From an optimization exercise on the open Yosys and OpenROAD flow, aimed at small area; shortcuts taken in it are not production practice. The RTL was checked by simulation tests, not by an equivalence proof against the original design. Power figures rest on the tool's default switching activity, not on a simulated workload.

// pjon_tx
module pjon_tx (
    input  wire        clk,
    input  wire        rst_n,           
    input  wire        start,
    input  wire        cfg_shared,
    input  wire        cfg_sender_info,
    input  wire        cfg_ack_request,
    input  wire        cfg_crc32,
    input  wire        tx_explicit,
    input  wire [15:0] tx_header,
    input  wire [7:0]  tx_dest,
    input  wire [31:0] tx_bus,
    input  wire [7:0]  device_id,
    input  wire [31:0] bus_id,
    input  wire [15:0] pay_len,
    input  wire        pay_valid,
    input  wire [7:0]  pay_data,
    output wire        pay_ready,
    output wire        out_valid,
    output wire [7:0]  out_data,
    output wire        out_last,
    input  wire        out_ready,
    input  wire        err_clr,
    output reg         busy,
    output reg         done,
    output reg  [2:0]  result_code,
    output wire [31:0] result,
    output reg  [15:0] final_hdr,
    output wire [31:0] err_ctx,
    output reg         ev_error
);
    function [31:0] t32;
        input [7:0] x;
        integer k;
        reg [31:0] a;
        begin
            a = {24'd0, x};
            for (k = 0; k < 8; k = k + 1)
                a = (a >> 1) ^ (a[0] ? 32'hEDB88320 : 32'h00000000);
            t32 = a;
        end
    endfunction
    function [7:0] t8;
        input [7:0] x;
        integer k;
        reg [7:0] a;
        begin
            a = x;
            for (k = 0; k < 8; k = k + 1)
  ...
Size in the first run: about 910 cells after synthesis, about 180 flip-flops, about 230 I/O pins.
==> flow/config.mk <==
export PLATFORM = sky130hd
export DESIGN_NAME = pjon_tx
export DESIGN_NICKNAME = pjon_tx
export VERILOG_FILES = /design/flow/design.v
export SDC_FILE = /design/flow/constraint.sdc
export NUM_CORES = 4
export LEC_CHECK = 0
export CAP_MARGIN = 20
export CORE_MARGIN = 2
export CORE_UTILIZATION = 40
export SLEW_MARGIN = 20
==> flow/constraint.sdc <==
create_clock -name core_clock -period 12.0 [get_ports {clk}]
set_input_delay 2.4000 -clock core_clock [delete_from_list [all_inputs] [get_ports {clk}]]
set_output_delay 2.4000 -clock core_clock [all_outputs]
set_load 0.01 [all_outputs]
standard.sh (not shown) runs the stock make flow with config.mk's settings and CLKGATE_MAP_FILE= SYNTH_SCRIPT=/design/flow/synth_recipe.tcl, a recipe that flattens the netlist after the stock synthesis.
==> flow/flow/run.sh <==
#!/bin/bash
# Standard layout with three changes:
#  - ABC maps the logic with an area-oriented script (flow/area.abc);
#  - the port buffers use the smallest buffer cell;
#  - CTS uses clkbuf_8 and adds no dummy loads.
set -euo pipefail
W=$(pwd)
export AREA_ABC_SCRIPT=$W/flow/area.abc
export FLOW_SYNTH_TCL=$W/synth_recipe.tcl
export BUFFER_PORTS_ARGS="-buffer_cell sky130_fd_sc_hd__buf_1"
export CTS_ARGS="-sink_clustering_enable -repair_clock_nets -dont_use_dummy_load -buf_list {sky130_fd_sc_hd__clkbuf_8}"
sed "s#SYNTH_SCRIPT=[^ ]*#SYNTH_SCRIPT=$W/flow/synth_wrap.tcl#" standard.sh > area_standard.sh
bash area_standard.sh > standard.log 2>&1
==> flow/flow/area.abc <==
strash
dch
amap -F 20 -A 30
==> flow/flow/synth_wrap.tcl <==
# The standard synthesis (synth_recipe.tcl), with ABC's standard-cell
# mapping run from an area-oriented script instead of ORFS's speed script.
# ABC maps only the combinational logic: the registers are the same.
proc abc {args} {
  set i [lsearch -exact $args -script]
  if {$i >= 0} { lset args [expr {$i + 1}] $::env(AREA_ABC_SCRIPT) }
  yosys abc {*}$args
}
source $::env(FLOW_SYNTH_TCL)
The baseline ran to the end with no violations.
Next try:
==> flow/flow/area.abc (replaced) <==
&get -n
&st
&dch -f
&nf -a -R 1000
&put
After rerunning: Register-to-register slack gets better by 1100 ps. Cell count falls by a few percent. Worst setup slack gets better by 580 ps. Via count falls by a few percent.

========
== v29 ==
pjon_tx, a different RTL version from the one above (not shown whole).
For scale: ~910 cells after synthesis, ~180 flip-flops, ~230 I/O pins.
export LEC_CHECK = 0
export CAP_MARGIN = 20
export CORE_MARGIN = 2
export CORE_UTILIZATION = 40
export GPL_TIMING_DRIVEN = 0
export SLEW_MARGIN = 20
create_clock -name core_clock -period 12.0 [get_ports {clk}]
==> flow/flow/area.abc <==
strash
dch
amap -F 20 -A 30
Scripts as last shown in full above: flow/flow/run.sh, flow/flow/synth_wrap.tcl
#### Input delta (v54 over v29)
# v29
export LEC_CHECK = 0
export CAP_MARGIN = 20
export CORE_MARGIN = 2
export CORE_UTILIZATION = 40
export GPL_TIMING_DRIVEN = 0
export SLEW_MARGIN = 20
create_clock -name core_clock -period 12.0 [get_ports {clk}]
# v54
export LEC_CHECK = 0
export CAP_MARGIN = 20
export CORE_MARGIN = 2
export CORE_UTILIZATION = 40
export SLEW_MARGIN = 20
create_clock -name core_clock -period 12.0 [get_ports {clk}]
--- a/flow/flow/run.sh
+++ b/flow/flow/run.sh
@@ -8,4 +8,5 @@
 export AREA_ABC_SCRIPT=$W/flow/area.abc
 export FLOW_SYNTH_TCL=$W/synth_recipe.tcl
+export SKIP_REPAIR_TIE_FANOUT=1
 export BUFFER_PORTS_ARGS="-buffer_cell sky130_fd_sc_hd__buf_1"
 export CTS_ARGS="-sink_clustering_enable -repair_clock_nets -dont_use_dummy_load -buf_list {sky130_fd_sc_hd__clkbuf_8}"
==> flow/flow/area.abc <==
strash
dch
amap
strash
dch -f
amap -F 20 -A 30
strash
dch -f
amap -F 20 -A 30
strash
dch -f
amap -F 20 -A 30
strash
dch -f
amap -F 20 -A 30
strash
dch -f
amap -F 20 -A 30
strash
dch -f
amap -F 20 -A 30
strash
dch -f
amap -F 20 -A 30
## What came out
The final layout from v54, which completed every stage, passed the timing, design-rule and antenna checks at the end of the flow. v54 against v29: count of plain and timing-repair buffers in the layout lower; initial antenna violation count saw a decrease; shortest period the worst path allows lower; number of buffers on the longest clock path comparable. v29 → v54: filler-free cell count of the finished design shrank by about 8%; clock-buffer cell count closely matched the old numbers.
### v54 -> v12
# v54
export LEC_CHECK = 0
export CAP_MARGIN = 20
export CORE_MARGIN = 2
export CORE_UTILIZATION = 40
export SLEW_MARGIN = 20
create_clock -name core_clock -period 12.0 [get_ports {clk}]
# v12
export LEC_CHECK = 0
export CAP_MARGIN = 20
export CORE_MARGIN = 2
export CORE_UTILIZATION = 65
export SLEW_MARGIN = 20
create_clock -name core_clock -period 12.0 [get_ports {clk}]
v12 finished every stage and its layout cleared the timing, design-rule and antenna checks. v54 reports its capturing element of the worst setup path as res_q[6] while v12 reports res_q[10]. Comparing v12 against v54, there is no change at all in total congestion overflow. v12: power share of the clock group 0.7 points below v54. The library cell contributing the largest single delay on the critical path comes out nor2_1 in one run and o41ai_1 in the other, namely in v54 and v12 respectively. When v12 is measured against v54, its required time of the critical path turns out 20 ps lower. Lower detailed-routing wirelength on met1 among v54 and v12: v12. Looking at number of well-tap cells placed across v54 and v12, the one that comes out lower is v12. When the final numbers for v54 and v12 were put side by side, the detailed-placement wirelength estimate turned out to be smaller in v12. Going from v54 to v12, share of cell area taken by multi-input logic gates went up by 0.39 points, total routed wirelength decreased 8.3%.
Changes in v45 relative to v12:
# v12
export LEC_CHECK = 0
export CAP_MARGIN = 20
export CORE_MARGIN = 2
export CORE_UTILIZATION = 65
export SLEW_MARGIN = 20
create_clock -name core_clock -period 12.0 [get_ports {clk}]
# v45
export LEC_CHECK = 0
export CAP_MARGIN = 5
export CORE_MARGIN = 2
export CORE_UTILIZATION = 40
export SLEW_MARGIN = 5
create_clock -name core_clock -period 12.0 [get_ports {clk}]
Findings:
Worst reg-to-reg setup slack: v12 and v45 compared, higher one is v12
Taking v12 as the reference, in v45 power rose by 9.1 uW; synthesized cell count comparable; worst-case setup margin in the final layout now larger.

## what the ideal ports hide
No port has a modelled driver above. Below, the same layouts with a new extraction and two added sets of constraints.
Step 1, drivers: a clkbuf_16 drives clk and a buf_2 each remaining input, both assumed.
Step 2 also shifts input and output timing later by t, the mid clock arrival at the registers, as if the neighbouring blocks saw the same clock.
Slacks: ideal / step 1 / step 2; pairs: ideal / step 1.
| run | t (ns) | setup WS [ns] | hold WS [ns] | worst data-port slew with drivers (ns) | cell pins on the clock port's net |
|---|---|---|---|---|---|
| the first run of note 1 | 0.492 | 1.744 / 1.764 / 1.272 | 0.465 / 0.465 / 0.465 | 0.06 | 1 |
| the second run of note 1 | 0.476 | 2.328 / 2.327 / 1.851 | 0.471 / 0.471 / 0.471 | 0.09 | 1 |
| v29 | 0.491 | 0.765 / 0.785 / 0.294 | 0.472 / 0.472 / 0.472 | 0.08 | 1 |
| v54 | 0.493 | 1.459 / 1.475 / 0.982 | 0.468 / 0.468 / 0.468 | 0.07 | 1 |
| v12 | 0.472 | 1.318 / 1.330 / 0.859 | 0.456 / 0.456 / 0.456 | 0.06 | 1 |
| v45 | 0.488 | 1.501 / 1.518 / 1.030 | 0.469 / 0.469 / 0.469 | 0.07 | 1 |
After both steps setup and hold are still met in every run listed.
